This design comes from an exercise in tuning for small area, a short achievable clock period and few clock cycles on the open sky130 flow, not from production work.

run B:
Design sha2_stream, start of the top module:
module sha2_stream (
    input  wire         clk,
    input  wire         rst,           
    input  wire         in_valid,
    output wire         in_ready,
    input  wire [31:0]  in_data,
    input  wire [2:0]   in_nbytes,     
    input  wire         in_last,
    input  wire         in_sha224,     
    output wire         out_valid,
    input  wire         out_ready,
    output wire [255:0] out_digest
);
Size: about 300 I/O pins, ~0.067 mm^2 of cells after synthesis.
clock: 10.0 ns
lec_check: 0
abc_area: 1
cap_margin: 20
core_margin: 2
core_utilization: 60
place_density: 0.7
slew_margin: 20
standard.sh (not shown) runs the stock make flow with config.mk's settings and CLKGATE_MAP_FILE= SYNTH_SCRIPT=/design/flow/synth_recipe.tcl, a recipe that flattens the netlist after the stock synthesis.
==> flow/flow/run.sh <==
#!/bin/bash
# Layout flow: the standard flow (standard.sh, unchanged synthesis,
# floorplan, power grid and tap cells) with these changes:
#  - repair_timing aims at a larger setup margin (SETUP_SLACK_MARGIN), so it
#    upsizes the cells of the round's critical paths further;
#  - the port buffers are buf_2 cells instead of the default pick;
#  - clock tree: clkbuf_8/clkbuf_4 buffers and no dummy loads.
# Every tool's output goes to logs in this folder (make's to flow_make.log;
# ORFS keeps its per-step logs under orfs/logs/).
set -euo pipefail
export SETUP_SLACK_MARGIN=6
export BUFFER_PORTS_ARGS="-buffer_cell sky130_fd_sc_hd__buf_2"
export CTS_ARGS="-sink_clustering_enable -repair_clock_nets -dont_use_dummy_load -buf_list {sky130_fd_sc_hd__clkbuf_8 sky130_fd_sc_hd__clkbuf_4}"
bash standard.sh finish > flow_make.log 2>&1
diff inputs: run B => run E
--- a/flow/design.v
+++ b/flow/design.v
@@ -92,20 +92,21 @@
     reg         fin;           
     reg         got0;          
     reg         newmsg;        
     reg         m224;          
     reg         cur224;        
     reg         rdy_q;         
     reg         outv_q;        
     reg [31:0]  a, b, c, d, e, f, g, h;
     reg [31:0]  p;             
     reg [31:0]  x [0:15];      
+    reg [31:0]  xs0;           
     reg [31:0]  ha [0:3];      
     reg [31:0]  he [0:3];
     wire        data_av = cnt[2];                  
     wire        w_av    = padz | data_av | lastin;
     wire [31:0] fhead   = fb[8*FB-1 -: 32];
     reg  [31:0] padw;
     always @(*) begin
         case (cnt[1:0])
             2'd0: padw = 32'h80000000;
             2'd1: padw = {fhead[31:24], 24'h800000};
@@ -276,59 +277,52 @@
     wire [255:0] st_next;
     sha2_round u_round (
         .st_in ({a, b, c, d, e, f, g, h}),
         .p     (p),
         .st_out(st_next)
     );
     wire        p_ld = (in_rnd & adv) | ((f_p2 | f_upd) & take);
     wire [5:0]  kn_n = rst ? 6'd0 : (p_ld ? ((in_rnd && kn == 6'd0) ? 6'd0 : kn + 6'd1) : kn);
     wire [31:0] k_t;
     sha2_k u_k (.t(kn_n), .k(k_t));
-    wire [31:0] sm_s0 = {x[1][6:0], x[1][31:7]} ^ {x[1][17:0], x[1][31:18]} ^ (x[1] >> 3);
+    function [31:0] sm_s0(input [31:0] v);
+        sm_s0 = {v[6:0], v[31:7]} ^ {v[17:0], v[31:18]} ^ (v >> 3);
+    endfunction
     wire [31:0] sm_s1 = {x[14][16:0], x[14][31:17]} ^ {x[14][18:0], x[14][31:19]} ^ (x[14] >> 10);
-    wire [31:0] w_sch = sm_s1 + x[9] + sm_s0 + x[0];
+    wire [63:0] w1 = {x[9] ^ xs0 ^ x[0], ((x[9] & xs0) | (x[9] & x[0]) | (xs0 & x[0])) << 1};
+    wire [63:0] w2 = {w1[63:32] ^ w1[31:0] ^ sm_s1,
+                      ((w1[63:32] & w1[31:0]) | (w1[63:32] & sm_s1) | (w1[31:0] & sm_s1)) << 1};
+    wire [31:0] w_sch = w2[63:32] + w2[31:0];
     wire        use_w = f_usew;
     wire [31:0] x_in  = use_w ? word : w_sch;
     wire [31:0] ph     = in_rnd ? g : (f_upd ? he[2] : h);
     wire [31:0] p_next = ph + kr + x[15];
     wire [31:0] sum_a = ha[3] + a;
     wire [31:0] sum_e = he[3] + e;
     wire        ring  = f_ring;
     wire        start_msg = ((state == S_IDLE) | (state == S_OUT)) & take;
     wire        ring_iv   = f_p2 & newmsg;
     wire        x_en      = (in_rnd & adv) | take;
-    wire        ld_rnd  = in_rnd & adv;
-    wire        ld_upd  = f_upd;
-    wire        ld_iv   = start_msg;
-    wire        ld_hold = ~(ld_rnd | ld_upd | ld_iv);
-    wire [31:0] iv_a    = nxt224 ? IV_224[255:224] : IV_256[255:224];
-    wire [31:0] iv_e    = nxt224 ? IV_224[127:96]  : IV_256[127:96];
-    wire [31:0] a_n = ({32{ld_rnd}} & st_next[255:224]) | ({32{ld_upd}} & sum_a) |
-                      ({32{ld_iv}} & iv_a) | ({32{ld_hold}} & a);
-    wire [31:0] e_n = ({32{ld_rnd}} & st_next[127:96]) | ({32{ld_upd}} & sum_e) |
-                      ({32{ld_iv}} & iv_e) | ({32{ld_hold}} & e);
     always @(posedge clk) begin
         if (x_en) begin
             for (i = 0; i < 15; i = i + 1)
                 x[i] <= x[i + 1];
             x[15] <= x_in;
+            xs0   <= sm_s0(x[2]);
         end
-        a <= a_n;
-        e <= e_n;
         if (in_rnd & adv) begin
-            {b, c, d, f, g, h} <= {st_next[223:128], st_next[95:0]};
+            {a, b, c, d, e, f, g, h} <= st_next;
         end else if (f_upd) begin
-            {b, c, d} <= {ha[0], ha[1], ha[2]};
-            {f, g, h} <= {he[0], he[1], he[2]};
+            {a, b, c, d} <= {sum_a, ha[0], ha[1], ha[2]};
+            {e, f, g, h} <= {sum_e, he[0], he[1], he[2]};
         end else if (start_msg) begin
-            {b, c, d, f, g, h} <= nxt224 ? {IV_224[223:128], IV_224[95:0]}
-                                         : {IV_256[223:128], IV_256[95:0]};
+            {a, b, c, d, e, f, g, h} <= nxt224 ? IV_224 : IV_256;
         end
         if (ring) begin
             ha[0] <= sum_a; ha[1] <= ha[0]; ha[2] <= ha[1]; ha[3] <= ha[2];
             he[0] <= sum_e; he[1] <= he[0]; he[2] <= he[1]; he[3] <= he[2];
         end else if (ring_iv) begin
             {ha[0], ha[1], ha[2], ha[3], he[0], he[1], he[2], he[3]} <= m224 ? IV_224 : IV_256;
         end
         if (p_ld)
             p <= p_next;
         kn <= kn_n;
### Flow results
- Run E vs run B, global-route layer with the greatest usage: met2 vs met1
- Routing usage on met1 in run E vs run B: down 7.3 points
- Simple-gate share of the synthesized area in run E is 1.4 points lower than in run B
- Cells: run E has more instances than run B
No run of this note included a check of the RTL's function; only the layout flow was run.

==> re-timing with driven ports <==
How much do the figures lean on ideal ports? The routed layouts below were timed once more, with nothing changed but the port constraints. Step 1: set_driving_cell puts a clkbuf_16 on clk and a buf_2 on each other input, an assumption about the parent block. Step 2 times the ports against the registers' clock, not the clock port: input delays grow and output delays shrink by t, the midpoint of the rising clock arrivals with the driver on. a / b / c = ideal ports / drivers / drivers and shift; a / b = the first two.
run	t (ns)	setup WS [ns]	worst setup path after step 2	latest minus earliest clock arrival (ns)	worst register clock-pin slew, ns
run B	0.994	5.830 / 5.830 / 5.295	input to register	0.140 / 0.140	0.08 / 0.08
run E	0.953	5.742 / 5.742 / 5.313	input to register	0.154 / 0.155	0.07 / 0.07
After both steps every run listed still meets setup and hold. The setup slack of run B, which loses most, moves by 0.000 ns with the drivers and by -0.535 ns with both steps.
